Context: an optimization exercise on an open-source flow, tuned for a short achievable clock period and few clock cycles per item. The choices shown serve that exercise and are no tape-out recipe.
The RTL was checked by simulation tests, not by an equivalence proof against the original design.
No activity file was given, so power comes from the tool's default toggle rates.

`flow/design.v`:
```
module se_crc16 (
  input  wire [15:0] c,
  input  wire [7:0]  b,
  output reg  [15:0] n
);
  integer j;
  always @(*) begin
    n = c;
    for (j = 0; j < 8; j = j + 1)
      n = {n[14:0], 1'b0} ^ ((b[j] ^ n[15]) ? 16'h8005 : 16'h0000);
  end
endmodule
module se_sfifo #(parameter W = 8, parameter D = 4) (
  input  wire         clk,
  input  wire         clr,
  input  wire         push,
  input  wire [W-1:0] din,
  input  wire         pop,
  output wire [W-1:0] head,
  output reg  [D-1:0] vld     
);
  reg  [W*D-1:0]     ev;
  wire [D:0]         vx = {1'b0, vld};
  wire [D:0]         vp = {vld, 1'b1};
  wire [W*(D+1)-1:0] ex = {din, ev};
  integer i;
  assign head = ev[W-1:0];
  always @(posedge clk) begin
    for (i = 0; i < D; i = i + 1) begin
      if (pop) begin
        if (vx[i+1]) ev[i*W +: W] <= ex[(i+1)*W +: W];
        else if (push) ev[i*W +: W] <= din;
      end else if (push && !vld[i] && vp[i]) begin
        ev[i*W +: W] <= din;
      end
      if (clr) vld[i] <= 1'b0;
      else if (pop) vld[i] <= vx[i+1] | (push & vld[i]);
      else if (push) vld[i] <= vld[i] | vp[i];
    end
  end
endmodule
module se_framer (
  input  wire        clk,
  input  wire        rst,
  input  wire        cmd_valid,
  output wire        cmd_ready,
  input  wire [1:0]  cmd_op,
  input  wire [7:0]  cmd_len,
  input  wire [7:0]  cmd_opcode,
  input  wire [7:0]  cmd_p1,
  input  wire [15:0] cmd_p2,
  input  wire        in_valid,
  output wire        in_ready,
  input  wire [7:0]  in_data,
  input  wire        in_last,
  output wire        out_valid,
  input  wire        out_ready,
  output wire [7:0]  out_data,
  output wire        res_valid,
  input  wire        res_ready,
  output wire [2:0]  res_err,
  output wire [15:0] res_crc,
  output wire [4:0]  res_attempts
);
  localparam integer MAXF = 8;     
  localparam integer PQD  = 32;    
  localparam [1:0] K_CRC = 2'd0, K_SEND = 2'd1, K_RECV = 2'd2, K_NONE = 2'd3;
  reg        cr_q;
  reg  [4:0] nfl;         
  reg        rf_q;        
  reg        c0_v;
  reg  [1:0] c0_op;
  reg  [7:0] c0_len, c0_opc, c0_p1;
  reg [15:0] c0_p2;
  wire cmd_fire = cmd_valid & cr_q;
  assign cmd_ready = cr_q;
  always @(posedge clk) begin
    c0_op  <= cmd_op;
    c0_len <= cmd_len;
    c0_opc <= cmd_opcode;
    c0_p1  <= cmd_p1;
    c0_p2  <= cmd_p2;
    c0_v   <= cmd_fire & ~rst;
  end
  reg        c1_v;
  reg  [1:0] c1_kind;
  reg  [2:0] c1_err;
  reg        c1_snd;      
  reg  [7:0] c1_a;        
  reg        c1_a1;       
  reg  [7:0] c1_k;        
  reg  [7:0] c1_len, c1_L, c1_opc, c1_p1;
  reg [15:0] c1_p2;
  always @(posedge clk) begin
    c1_v   <= c0_v & ~rst;
    c1_len <= c0_len;
    c1_L   <= c0_len + 8'd7;
    c1_opc <= c0_opc;
    c1_p1  <= c0_p1;
    c1_p2  <= c0_p2;
    c1_k   <= c0_len + 8'd3;
    c1_a   <= (c0_op == 2'd2) ? c0_len + 8'd2 : c0_len;
    c1_a1  <= (c0_op != 2'd2) && (c0_len == 8'd1);
    c1_snd <= (c0_op == 2'd1) && (c0_len <= 8'd248);
    case (c0_op)
      2'd0: begin
        c1_kind <= (c0_len == 8'd0) ? K_NONE : K_CRC;
        c1_err  <= 3'd0;
      end
      2'd1: begin
        c1_kind <= (c0_len > 8'd248 || c0_len == 8'd0) ? K_NONE : K_SEND;
        c1_err  <= (c0_len > 8'd248) ? 3'd4 : 3'd0;
      end
      2'd2: begin
        c1_kind <= (c0_len > 8'd252) ? K_NONE : K_RECV;
        c1_err  <= (c0_len > 8'd252) ? 3'd4 : 3'd0;
      end
      default: begin
        c1_kind <= K_NONE;
        c1_err  <= 3'd5;
      end
    endcase
  end
  wire [15:0] h1, h2, h3, h4, h5;
  se_crc16 u_h1 (.c(16'h0000), .b(c1_L),        .n(h1));
  se_crc16 u_h2 (.c(h1),       .b(c1_opc),      .n(h2));
  se_crc16 u_h3 (.c(h2),       .b(c1_p1),       .n(h3));
  se_crc16 u_h4 (.c(h3),       .b(c1_p2[7:0]),  .n(h4));
  se_crc16 u_h5 (.c(h4),       .b(c1_p2[15:8]), .n(h5));
  reg        c2_v;
  reg  [1:0] c2_kind;
  reg  [2:0] c2_err;
  reg        c2_snd;
  reg  [7:0] c2_a, c2_k;
  reg        c2_a1;
  reg [15:0] c2_init;
  reg  [7:0] c2_len, c2_L, c2_opc, c2_p1;
  reg [15:0] c2_p2;
  reg        c2_p0, c2_p1f;   
  always @(posedge clk) begin
    c2_v    <= c1_v & ~rst;
    c2_kind <= c1_kind;
    c2_err  <= c1_err;
    c2_snd  <= c1_snd;
    c2_a    <= c1_a;
    c2_a1   <= c1_a1;
    c2_k    <= c1_k;
    c2_init <= c1_snd ? h5 : 16'h0000;
    c2_len  <= c1_len;
    c2_L    <= c1_L;
    c2_opc  <= c1_opc;
    c2_p1   <= c1_p1;
    c2_p2   <= c1_p2;
    c2_p0   <= (c1_len == 8'd0);
    c2_p1f  <= (c1_len == 8'd1);
  end
  localparam integer CQW = 2 + 3 + 1 + 8 + 1 + 8 + 16;
  wire [CQW-1:0] cq_h;
  wire [MAXF-1:0] cq_vld;
  wire cq_pop;
  se_sfifo #(.W(CQW), .D(MAXF)) u_cq (
    .clk(clk), .clr(rst), .push(c2_v),
    .din({c2_kind, c2_err, c2_snd, c2_a, c2_a1, c2_k, c2_init}),
    .pop(cq_pop), .head(cq_h), .vld(cq_vld)
  );
  wire [1:0]  cqh_kind = cq_h[CQW-1 -: 2];
  wire [2:0]  cqh_err  = cq_h[CQW-3 -: 3];
  wire        cqh_snd  = cq_h[CQW-6];
  wire [7:0]  cqh_a    = cq_h[CQW-7 -: 8];
  wire        cqh_a1   = cq_h[CQW-15];
  wire [7:0]  cqh_k    = cq_h[CQW-16 -: 8];
  wire [15:0] cqh_init = cq_h[15:0];
  localparam integer SQW = 8 + 8 + 8 + 8 + 16 + 2;
  wire [SQW-1:0] sq_h;
  wire [MAXF-1:0] sq_vld;
  wire sq_pop;
  se_sfifo #(.W(SQW), .D(MAXF)) u_sq (
    .clk(clk), .clr(rst), .push(c2_v & c2_snd),
    .din({c2_len, c2_L, c2_opc, c2_p1, c2_p2, c2_p0, c2_p1f}),
    .pop(sq_pop), .head(sq_h), .vld(sq_vld)
  );
  wire [7:0]  sqh_len = sq_h[SQW-1 -: 8];
  wire [7:0]  sqh_L   = sq_h[SQW-9 -: 8];
  wire [7:0]  sqh_opc = sq_h[SQW-17 -: 8];
  wire [7:0]  sqh_p1  = sq_h[SQW-25 -: 8];
  wire [15:0] sqh_p2  = sq_h[17:2];
  wire        sqh_p0  = sq_h[1];
  wire        sqh_p1f = sq_h[0];
  reg        ir_q;
  reg        ib_v;
  reg  [7:0] ib_d;
  reg        ib_l;
  assign in_ready = ir_q;
  always @(posedge clk) begin
    ib_d <= in_data;
    ib_l <= in_last;
    ib_v <= in_valid & ir_q & ~rst;
  end
  wire [8:0] iq_h;
  wire [3:0] iq_vld;
  wire       take;
  se_sfifo #(.W(9), .D(4)) u_iq (
    .clk(clk), .clr(rst), .push(ib_v), .din({ib_l, ib_d}),
    .pop(take), .head(iq_h), .vld(iq_vld)
  );
  wire [1:0] in_pend = {1'b0, ib_v} + {1'b0, ir_q};
  wire in_room = (in_pend == 2'd0) ? ~iq_vld[3] :
                 (in_pend == 2'd1) ? ~iq_vld[2] : ~iq_vld[1];
  wire in_dem  = (nfl != 5'd0) | c0_v | cmd_fire;
  always @(posedge clk)
    ir_q <= ~rst & in_room & in_dem;
  reg        ip_v;
  reg  [1:0] ip_kind;
  reg  [2:0] ip_err;
  reg        ip_snd;
  reg  [7:0] ip_rem;      
  reg        ip_rem1;
  reg  [7:0] ip_k1;       
  reg  [7:0] ip_k;
  reg [15:0] ip_init;
  reg        ip_fresh;    
  reg [15:0] crc_q;
  reg  [7:0] togo;        
  reg        t0, t1;      
  reg        first;
  reg        len_ok;
  reg  [7:0] rx_lo;
  reg  [4:0] att;
  reg        att20;
  wire       pq_full;
  wire [7:0] b  = iq_h[7:0];
  wire       bl = iq_h[8];
  wire [15:0] cbase = ip_fresh ? ip_init : crc_q;
  wire [15:0] cnext;
  se_crc16 u_crc (.c(cbase), .b(b), .n(cnext));
  wire is_recv = (ip_kind == K_RECV);
  wire is_send = (ip_kind == K_SEND);
  assign take  = ip_v & (ip_kind != K_NONE) & iq_vld[0] & ~(is_send & pq_full);
  wire done_none  = ip_v & (ip_kind == K_NONE);
  wire done_cs    = take & ~ip_kind[1] & ip_rem1;
  wire done_full  = take & is_recv & t0;
  wire done_short = take & is_recv & ~t0 & bl & att20;
  wire done       = done_none | done_cs | done_full | done_short;
  wire adv        = ~ip_v | done;
  assign cq_pop   = adv & cq_vld[0];
  reg        pr_v;
  reg  [2:0] pr_err;
  reg  [4:0] pr_att;
  reg        pr_snd;
  always @(posedge clk) begin
    pr_v   <= done & ~rst;
    pr_snd <= ip_snd;
    pr_att <= done_short ? 5'd21 : att + 5'd1;
    if (done_none)
      pr_err <= ip_err;
    else if (done_short)
      pr_err <= 3'd1;
    else if (done_full)
      pr_err <= !len_ok ? 3'd2 : ({b, rx_lo} != crc_q) ? 3'd3 : 3'd0;
    else
      pr_err <= 3'd0;
  end
  always @(posedge clk) begin
    if (done_none) begin
      crc_q <= ip_init;
    end else if (take & ~(is_recv & (t0 | t1))) begin
      crc_q    <= cnext;
      ip_fresh <= 1'b0;
    end
    if (take) begin
      ip_rem  <= ip_rem - 8'd1;
      ip_rem1 <= (ip_rem == 8'd2);
    end
    if (take & is_recv) begin
      if (first) len_ok <= (b == ip_k);
      first <= 1'b0;
      if (t1) rx_lo <= b;
      if (~t0 & bl) begin
        att      <= att + 5'd1;
        att20    <= (att == 5'd19);
        togo     <= ip_k1;
        t0       <= 1'b0;
        t1       <= 1'b0;
        first    <= 1'b1;
        ip_fresh <= 1'b1;
      end else begin
        togo <= togo - 8'd1;
        t1   <= (togo == 8'd2);
        t0   <= t1;
      end
    end
    if (adv) begin
      ip_kind  <= cqh_kind;
      ip_err   <= cqh_err;
      ip_snd   <= cqh_snd;
      ip_rem   <= cqh_a;
      ip_rem1  <= cqh_a1;
      ip_k1    <= cqh_a;
      ip_k     <= cqh_k;
      ip_init  <= cqh_init;
      ip_fresh <= 1'b1;
      togo     <= cqh_a;
      t0       <= 1'b0;
      t1       <= 1'b0;
      first    <= 1'b1;
      att      <= 5'd0;
      att20    <= 1'b0;
    end
    if (rst)
      ip_v <= 1'b0;
    else if (adv)
      ip_v <= cq_vld[0];
  end
  wire [7:0]     pq_h;
  wire [PQD-1:0] pq_vld;
  wire           pq_pop;
  assign pq_full = pq_vld[PQD-1];
  se_sfifo #(.W(8), .D(PQD)) u_pq (
    .clk(clk), .clr(rst), .push(take & is_send), .din(b),
    .pop(pq_pop), .head(pq_h), .vld(pq_vld)
  );
  wire [15:0]     sc_h;
  wire [MAXF-1:0] sc_vld;
  wire            sc_pop;
  se_sfifo #(.W(16), .D(MAXF)) u_sc (
    .clk(clk), .clr(rst), .push(pr_v & pr_snd), .din(crc_q),
    .pop(sc_pop), .head(sc_h), .vld(sc_vld)
  );
  localparam integer RQW = 3 + 16 + 5 + 1;
  wire [RQW-1:0]  rq_h;
  wire [MAXF-1:0] rq_vld;
  wire            rq_pop;
  se_sfifo #(.W(RQW), .D(MAXF)) u_rq (
    .clk(clk), .clr(rst), .push(pr_v), .din({pr_err, crc_q, pr_att, pr_snd}),
    .pop(rq_pop), .head(rq_h), .vld(rq_vld)
  );
  reg  [3:0] ph;          
  reg  [7:0] prem;
  reg        prem1;
  reg        os_v;        
  reg  [7:0] obyte;
  reg        oav;
  always @(*) begin
    case (ph)
      4'd0:    obyte = 8'h03;
      4'd1:    obyte = sqh_L;
      4'd2:    obyte = sqh_opc;
      4'd3:    obyte = sqh_p1;
      4'd4:    obyte = sqh_p2[7:0];
      4'd5:    obyte = sqh_p2[15:8];
      4'd6:    obyte = pq_h;
      4'd7:    obyte = sc_h[7:0];
      default: obyte = sc_h[15:8];
    endcase
    case (ph)
      4'd6:       oav = sq_vld[0] & pq_vld[0];
      4'd7, 4'd8: oav = sq_vld[0] & sc_vld[0];
      default:    oav = sq_vld[0];
    endcase
  end
  wire olast  = (ph == 4'd8);
  wire o_push = ~os_v & oav;
  assign pq_pop = o_push & (ph == 4'd6);
  assign sc_pop = o_push & olast;
  assign sq_pop = o_push & olast;
  always @(posedge clk) begin
    if (o_push) begin
      case (ph)
        4'd5: begin
          ph    <= sqh_p0 ? 4'd7 : 4'd6;
          prem  <= sqh_len;
          prem1 <= sqh_p1f;
        end
        4'd6: begin
          if (prem1) ph <= 4'd7;
          prem  <= prem - 8'd1;
          prem1 <= (prem == 8'd2);
        end
        4'd8:    ph <= 4'd0;
        default: ph <= ph + 4'd1;
      endcase
    end
    if (rst) ph <= 4'd0;
  end
  reg        m_v;
  reg  [7:0] m_d;
  reg        m_l;
  reg  [7:0] os_d;
  reg        os_l;
  reg        ol_q;        
  wire m_free = ~m_v | out_ready;
  always @(posedge clk) begin
    if (m_free) begin
      m_d <= os_v ? os_d : obyte;
      m_l <= os_v ? os_l : olast;
    end else if (o_push) begin
      os_d <= obyte;
      os_l <= olast;
    end
    if (rst) begin
      m_v  <= 1'b0;
      os_v <= 1'b0;
    end else if (m_free) begin
      m_v  <= os_v | o_push;
      os_v <= 1'b0;
    end else if (o_push) begin
      os_v <= 1'b1;
    end
    ol_q <= ~rst & m_v & out_ready & m_l;
  end
  assign out_valid = m_v;
  assign out_data  = m_d;
  reg  [3:0] otok;        
  reg        rs_v;
  wire rqh_snd = rq_h[0];
  wire r_push  = ~rs_v & rq_vld[0] & (~rqh_snd | (otok != 4'd0));
  assign rq_pop = r_push;
  always @(posedge clk) begin
    if (rst)
      otok <= 4'd0;
    else
      otok <= otok + {3'd0, ol_q} - {3'd0, r_push & rqh_snd};
  end
  reg             r_v;
  reg [RQW-1:1]   r_d;
  reg [RQW-1:1]   rs_d;
  wire r_free = ~r_v | res_ready;
  always @(posedge clk) begin
    if (r_free)
      r_d <= rs_v ? rs_d : rq_h[RQW-1:1];
    else if (r_push)
      rs_d <= rq_h[RQW-1:1];
    if (rst) begin
      r_v  <= 1'b0;
      rs_v <= 1'b0;
    end else if (r_free) begin
      r_v  <= rs_v | r_push;
      rs_v <= 1'b0;
    end else if (r_push) begin
      rs_v <= 1'b1;
    end
    rf_q <= ~rst & r_v & res_ready;
  end
  assign res_valid    = r_v;
  assign res_err      = r_d[RQW-1 -: 3];
  assign res_crc      = r_d[RQW-4 -: 16];
  assign res_attempts = r_d[5:1];
  wire [5:0] nfl_sum = {1'b0, nfl} + {5'd0, c0_v} + {5'd0, cr_q} + 6'd1;
  always @(posedge clk) begin
    if (rst) begin
      nfl  <= 5'd0;
      cr_q <= 1'b0;
    end else begin
      nfl  <= nfl + {4'd0, c0_v} - {4'd0, rf_q};
      cr_q <= (nfl_sum <= MAXF);
    end
  end
endmodule
```
`flow/run.sh`:
```
#!/bin/bash
# synth_recipe.tcl (not shown) runs the flow's synth.tcl, then flattens the netlist and writes it again
# the make line also repeats each setting of config.mk as NAME=value (left out here)
make -C /OpenROAD-flow-scripts/flow DESIGN_CONFIG=/design/flow/config.mk WORK_HOME=/design/flow/orfs CLKGATE_MAP_FILE= SYNTH_SCRIPT=/design/flow/synth_recipe.tcl finish
```
`flow/config.mk`:
```
export PLATFORM = sky130hd
export DESIGN_NAME = se_framer
export DESIGN_NICKNAME = se_framer
export VERILOG_FILES = /design/flow/design.v
export SDC_FILE = /design/flow/constraint.sdc
export NUM_CORES = 4
export LEC_CHECK = 0
export ABC_CLOCK_PERIOD_IN_PS = 1800
export CAP_MARGIN = 20
export CORE_MARGIN = 2
export CORE_UTILIZATION = 40
export PLACE_DENSITY = 0.6
export SETUP_SLACK_MARGIN = 3.0
export SLEW_MARGIN = 20
```
`flow/constraint.sdc`:
```
create_clock -name core_clock -period 5.0 [get_ports {clk}]
set_input_delay 1.0000 -clock core_clock [delete_from_list [all_inputs] [get_ports {clk}]]
set_output_delay 1.0000 -clock core_clock [all_outputs]
set_load 0.01 [all_outputs]
```
==> results.yml, run 1 <==
drt:
  dr.pass1.iters: 5
  antenna_left: 0
  wl_um: 185000
  drt-initial-drc-count: 3533
  drc: 0
  wl_per_cell_um: 24.09
  num_vias: 40578
  vias_per_cell: 5.283
logic_synthesis:
  synth-seq-area-share: 0.7040
  synth_fp_nets: 4415
  synth_top_area_frac: 0.6160
  ys_ff_latch: 1795
  synthTopCellsByCount: "1,478 x edfxtp_1, 1,215 x mux2_2, 317 x dfxtp_1, 157 x a21oi_1, 140 x nand2_1"
  synth_area_leader_cell: "edfxtp_1"
  yosysMostFrequentCell: "edfxtp_1"
  async_reset_ff_frac: 0
  synth_area_mm2: 0.07205
  synth_area_per_cell_um2: 16.68
  synthCells: 4320
  synth_edf_count: 1478
  synth-main-ff-cell: "edfxtp_1"
  ys_types: 63
  yosysWarningCount: 8
  synthTopCellsByArea: "edfxtp_1 62%, mux2_2 19%, dfxtp_1 8.8%"
layout:
  stdcell_count: 7681
  area_growth_pct: 35.38
  fin_area_mm2: 0.09755
  fin_util: 0.5456
  final_nets: 5256
  final_layout_size_suffix_gt1_frac: 0.5101
timing:
  tightest_slew_ns: 1.252
  whs_ns: 0.3223
  setup_ws_ns: 2.471
  max_freq_mhz: 395.4
  fin_worst_skew_ns: 0.07175
  setup_viol: 0
  grt_setup_unrepaired: "yes"
  slew_violations: 0
  slew_headroom: 0.1644
  finalSetupTns_ns: 0
  period_share: 0.5059
  min_period_ns: 2.529
  hold_viol_final: 0
global_routing:
  use_met1: 0.2445
  grt_pass1_vias: 39712
  grt_util_met2: 0.3010
  grt_pass1_wl_um: 256500
  gr-usage-all-layers: 0.1820
  gr-total-overflow: 0
  grt_start_max_net_pins: 73
  antenna_found_initial: 2
  top_usage_layer: "met2"
  globalRouteMet3Util: 0.02903
pwr:
  finalPower_mw: 31.65
  power.density_mw_per_mm2: 324.4
  vdd_drop_max_uv: 333.6
  p_leak_nw: 33.90
place:
  port_buffers: 92
  hpwl_um: 87030
  dp_cells: 6607
  pre_cts_slack_ns: 1.005
  placed_area_mm2: 0.07582
  place_congestion: 0.8130
clock_network:
  cts_hold_buf: 0
  cts_tree: "built"
  root_buffer: "clkbuf_16"
  cts_buffers: 184
  clkSinkCount: 1795
  clk_latency_ns: 0.85
  htree_levels: 4
  clk_path_buf_depth: 3
  clk_pin_slew_ns: 0.06
worst_setup_path:
  startpoint_type: "flop"
  path_cells: "inv_4 -> ha_4 -> nand3b_1 -> buf_4 -> buf_6 -> inv_8 -> and3_4 -> buf_6 -> buf_12 -> nand2_8 -> o21ai_4 -> buf_12 -> buf_6 -> buf_12"
  cp-endpoint: "u_sq.ev[98]$_DFFE_PP_"
  r2r-end: "u_sq.ev[98]$_DFFE_PP_"
  critical_path_class: "reg -> reg"
  cpPeakStageDelay_ns: 0.36
  crit_path_end_kind: "flop"
  r2r_cells: 14
  r2r_slack_ns: 2.47
  cp_slowest_cell: "dfxtp_4"
  critPathArrivalTime_ns: 3.09
  cp_data_required_time_ns: 5.56
  r2r_start: "ph[1]$_SDFFE_PP0P_"
  cp-startpoint: "ph[1]$_SDFFE_PP0P_"
  cp_max_fo: 9
floorplanning:
  fp.dieH_um: 428.4
  start_util: 0.4030
  ioPinCount: 93
  core_mm2: 0.1788
  row_count: 155
  die_w_um: 428.4
  dieArea_mm2: 0.1835
status:
  outcome: "timing/DRC/antenna clean"
min_path:
  hold_path.class: "reg -> reg"
run:
  cap_violations: 0
[critical path, delay by kind of cell (launching register included)]
family,cells,cell delay (ns)
flip-flops,1,0.36
AO/OA/AOI/OAI,1,0.17
adder cells (fa/ha/maj),1,0.13
AND/OR/NAND/NOR,3,0.53
buffers and inverters,9,1.06
[area by class of cell]
type	count	area (µm²)
diodes	2	5.005
inverters	87	345.3
clock inverters	86	775.7
well taps	2355	2947
clock buffers	263	5196
multi-input cells	2319	25650
repair buffers	774	11840
flip-flops and latches	1795	50790
fillers	13386	81260
[what timing repair did]
item                       in CTS  in global routing
buffers inserted              284                153
gates resized for setup      1033                455
hold endpoints to repair        0                  0
pin swaps                     120                128
setup endpoints to repair    2740               2673
cloned                        181                105
[registers in the layout, summed over array words and instances (netlist names), 16 cells and up]
signal	cells
u_sc.ev	128
rs_d	24
c1_p2	16
crc_q	16
c2_p2	16
u_pq.ev	256
u_rq.ev	200
c0_p2	16
ip_init	16
c2_init	16
u_pq.vld	32
r_d	24
u_iq.ev	36
u_sq.ev	400
u_cq.ev	304
[where the power goes]
group          leakage [nW]  total, mW  internal [mW]  switching, mW
Combinational          14.9       1.57          0.886          0.680
Clock                  2.91       13.5           7.48           5.98
Sequential             16.1       16.6           16.3          0.297
Total                  33.9       31.6           24.7           6.96
[worst min path at each step]
stage | from | endpoint | slack, ns | cells after the start
global placement | c0_p2[2]$_DFF_P_ | c1_p2[2]$_DFF_P_ | 0.31 | 0
global route | c1_err[2]$_DFF_P_ | c2_err[2]$_DFF_P_ | 0.33 | 0
CTS | c0_opc[2]$_DFF_P_ | c1_opc[2]$_DFF_P_ | 0.33 | 0
floorplan | c0_opc[0]$_DFF_P_ | c1_opc[0]$_DFF_P_ | 0.31 | 0
detailed placement | c0_opc[2]$_DFF_P_ | c1_opc[2]$_DFF_P_ | 0.31 | 0
finish | c0_p2[14]$_DFF_P_ | c1_p2[14]$_DFF_P_ | 0.32 | 0
[metal layers]
layer	wire [µm]	vias to the layer above
met5	13	-
met4	6518	2
met3	9870	357
met2	92500	1295
met1	76140	20644
li1	-	18280
[cells in the final DEF (no fill, tap or decap), types with 93 or more instances in the layout]
master / count
edfxtp_1: 1478
mux2_2: 1099
dfxtp_1: 286
clkbuf_16: 246
buf_4: 164
buf_6: 163
buf_12: 148
nand2_8: 141
mux2_4: 119
xnor2_1: 106
buf_16: 105
nor2_1: 98
a21oi_1: 93
[cells by family after synthesis]
kind of cell	count (synthesis)	synth area share
adder cells (fa/ha/maj)	38	0.006911
XOR/XNOR	172	0.02209
multiplexers	1240	0.1934
AO/OA/AOI/OAI	383	0.03107
flip-flops	1795	0.7040
buffers and inverters	309	0.01754
AND/OR/NAND/NOR	383	0.02495
Testbench counts, summed over its fixed seeds: cycles 38,869, items 40,905.
==> run 2: changes to the inputs <==
==> flow/config.mk (replaced) <==
export PLATFORM = sky130hd
export DESIGN_NAME = se_framer
export DESIGN_NICKNAME = se_framer
export VERILOG_FILES = /design/flow/design.v
export SDC_FILE = /design/flow/constraint.sdc
export NUM_CORES = 4
export LEC_CHECK = 0
export CAP_MARGIN = 20
export CORE_MARGIN = 2
export CORE_UTILIZATION = 40
export PLACE_DENSITY = 0.6
export SLEW_MARGIN = 20
==> run 2 against run 1 <==
Effect of this change: still clean on timing, DRC and antenna; die area stayed put; register-to-register slack worse by 1.0 ns; area after synthesis is the same; sequential share of layout area is 9.9 points higher; first-iteration DRC count shrank 18%; critical path type unchanged; largest cell class unchanged.
==> results.yml, run 2 <==
logic_synthesis:
  synth_top_area_frac: 0.6160
  muxShareOfSynthArea: 0.1934
  synth_fa_ha_area_frac: 0.006911
  synth-seq-area-share: 0.7040
  yosysMostFrequentCell: "edfxtp_1"
  ys_ff_latch: 1795
  synthCells: 4320
  synth_fp_nets: 4415
  synthTopCellsByArea: "edfxtp_1 62%, mux2_2 19%, dfxtp_1 8.8%"
  synth_area_mm2: 0.07205
  synth_top_family_by_area: "multiplexers"
  synth-main-ff-cell: "edfxtp_1"
  synthXorXnorAreaFrac: 0.02209
  synth_area_leader_cell: "edfxtp_1"
  synth-simple-area-share: 0.02495
  synth_compound_area_frac: 0.03107
  synth_edf_count: 1478
  ys_types: 63
  synthTopCellsByCount: "1,478 x edfxtp_1, 1,215 x mux2_2, 317 x dfxtp_1, 157 x a21oi_1, 140 x nand2_1"
  yosysWarningCount: 8
  synth_area_per_cell_um2: 16.68
  async_reset_ff_frac: 0
drt:
  antenna_left: 0
  drt-initial-drc-count: 2886
  dr.pass1.iters: 8
  num_vias: 35296
  vias_per_cell: 5.070
  wl_um: 137500
  wl_per_cell_um: 19.75
  drc: 0
timing:
  slew_headroom: 0.2727
  slew_violations: 0
  setup_viol: 0
  max_freq_mhz: 279.9
  fin_worst_skew_ns: 0.02465
  tightest_slew_ns: 1.080
  min_period_ns: 3.573
  period_share: 0.7146
  finalSetupTns_ns: 0
  whs_ns: 0.3242
  grt_setup_unrepaired: "no"
  hold_viol_final: 0
clock_network:
  root_buffer: "clkbuf_16"
  cts_buffers: 183
  htree_levels: 4
  clk_latency_ns: 0.80
  clk_path_buf_depth: 3
  cts_setup_buffers: 0
  cts_tree: "built"
  clkSinkCount: 1795
  clk_pin_slew_ns: 0.06
  cts_resized: 0
  cts_hold_buf: 0
pwr:
  finalPower_mw: 31.27
  power.density_mw_per_mm2: 381.9
  p_leak_nw: 27.57
  vdd_drop_max_uv: 307.6
worst_setup_path:
  startpoint_type: "flop"
  r2r_slack_ns: 1.43
  critical_path_class: "reg -> reg"
  r2r-end: "u_pq.ev[195]$_DFFE_PP_"
  r2r_start: "ph[0]$_SDFFE_PP0P_"
  crit_path_end_kind: "flop"
  r2r_cells: 7
  critPathArrivalTime_ns: 3.97
  cp_max_fo: 67
  cp_data_required_time_ns: 5.40
layout:
  fin_util: 0.4580
  final_nets: 4540
  area_growth_pct: 13.65
  top_regs: "u_sq.ev: 400 flops, u_cq.ev: 304 flops, u_pq.ev: 256 flops"
  final_common_cell: "edfxtp_1"
  largest_reg_flops: 400
  final_layout_size_suffix_gt1_frac: 0.3508
  fin_area_mm2: 0.08189
  top_register: "u_sq.ev"
  most-common-layout-cells: "1,478 x edfxtp_1, 1,215 x mux2_2, 316 x dfxtp_1"
floorplanning:
  fp.dieH_um: 428.4
  start_util: 0.4030
  ioPinCount: 93
  die_w_um: 428.4
  row_count: 155
  core_mm2: 0.1788
  dieArea_mm2: 0.1835
min_path:
  hold_path.class: "reg -> reg"
  hold_end: "c2_k[2]$_DFF_P_"
  hold_start: "c1_k[2]$_DFF_P_"
  min_path_cells: 0
place:
  placed_area_mm2: 0.07577
  port_buffers: 92
  place_congestion: 0.8272
  hpwl_um: 86790
global_routing:
  gr-usage-all-layers: 0.1490
  grt_start_max_net_pins: 79
  grt_pass1_vias: 35605
  gr-total-overflow: 0
  antenna_found_initial: 4
  grt_pass1_wl_um: 215900
run:
  cap_violations: 0
status:
  outcome: "timing/DRC/antenna clean"
## run 2: final cells by class
cell class,count,area (µm²)
antenna,1,2.502
clock buffer,274,5360
clock inverter,72,629.4
fill,15304,96920
inverter,87,326.6
multi-input combinational,2216,20370
sequential,1795,50730
tap,2355,2947
timing repair buffer,162,1524
## run 2: cell families (layout without fill, tap and decap cells)
| family | Yosys count | count (layout) |
|---|---|---|
| adder cells (fa/ha/maj) | 38 | 38 |
| multiplexers | 1240 | 1240 |
| AO/OA/AOI/OAI | 383 | 383 |
| flip-flops | 1795 | 1795 |
| other | 0 | 1 |
| AND/OR/NAND/NOR | 383 | 383 |
| XOR/XNOR | 172 | 172 |
| buffers and inverters | 309 | 595 |
## run 2: worst max-delay path by stage
| stage | start | endpoint | slack [ns] |
|---|---|---|---|
| 2_1_floorplan | ip_kind[0]$_DFFE_PN_ | u_cq.ev[273]$_DFFE_PP_ | 0.16 |
| 3_3_place_gp | ph[0]$_SDFFE_PP0P_ | u_sq.ev[44]$_DFFE_PP_ | 1.50 |
| 3_5_place_dp | ph[0]$_SDFFE_PP0P_ | u_pq.ev[245]$_DFFE_PP_ | 1.37 |
| 4_1_cts | ph[0]$_SDFFE_PP0P_ | u_pq.ev[240]$_DFFE_PP_ | 1.35 |
| 5_1_grt | ph[0]$_SDFFE_PP0P_ | u_pq.ev[199]$_DFFE_PP_ | 1.12 |
| 6_report | ph[0]$_SDFFE_PP0P_ | u_pq.ev[195]$_DFFE_PP_ | 1.43 |
## run 2: through the flow
step,instances,setup WS [ns]
6_report,6962,1.427
5_1_grt,6962,1.124
4_1_cts,6954,1.347
3_5_place_dp,6608,1.374
3_3_place_gp,6607,1.501
2_1_floorplan,4320,0.1619
## run 2: metal layers
layer | track usage | up-vias | wire [µm]
li1 | - | 16607 | -
met1 | 0.2113 | 17691 | 64700
met2 | 0.2329 | 779 | 63190
met3 | 0.02506 | 219 | 5956
met4 | 0.04924 | 0 | 3665
met5 | 0 | - | 0
## run 2: power breakdown
group          switching, mW  internal, mW  total, mW
Clock                   5.66          7.71       13.4
Sequential             0.288          16.3       16.6
Combinational          0.567         0.723       1.29
Total                   6.51          24.8       31.3
## run 2: critical path: stages (launching register included)
cell,delay [ns]
dfxtp_1,0.37
inv_1,0.12
ha_1,0.47
nand2_1,0.50
nor4_4,0.40
buf_12,0.28
a21oi_1,0.07
o21ai_0,0.84

==> afterwards: timing with drivers on the ports <==
How much do the figures lean on ideal ports? The routed layouts below were timed once more, with nothing changed but the port constraints. Step 1, drivers: a clkbuf_16 drives clk and a buf_2 each remaining input, both assumed. Step 2 times the ports against the registers' clock, not the clock port: input delays grow and output delays shrink by t, the midpoint of the rising clock arrivals with the driver on. a / b / c = no drivers / after step 1 / after step 2; a / b = the first two.
run | shift t [ns] | setup WS [ns] | hold WS [ns] | worst slew at a driven data input, ns
run 1 | 0.900 | 2.471 / 2.471 / 2.267 | 0.322 / 0.322 / 0.322 | 0.06
run 2 | 0.871 | 1.427 / 1.427 / 1.427 | 0.324 / 0.324 / 0.324 | 0.05
After both steps every run listed still meets setup and hold. The setup slack of run 1, which loses most, moves by 0.000 ns with the drivers and by -0.204 ns with both steps.
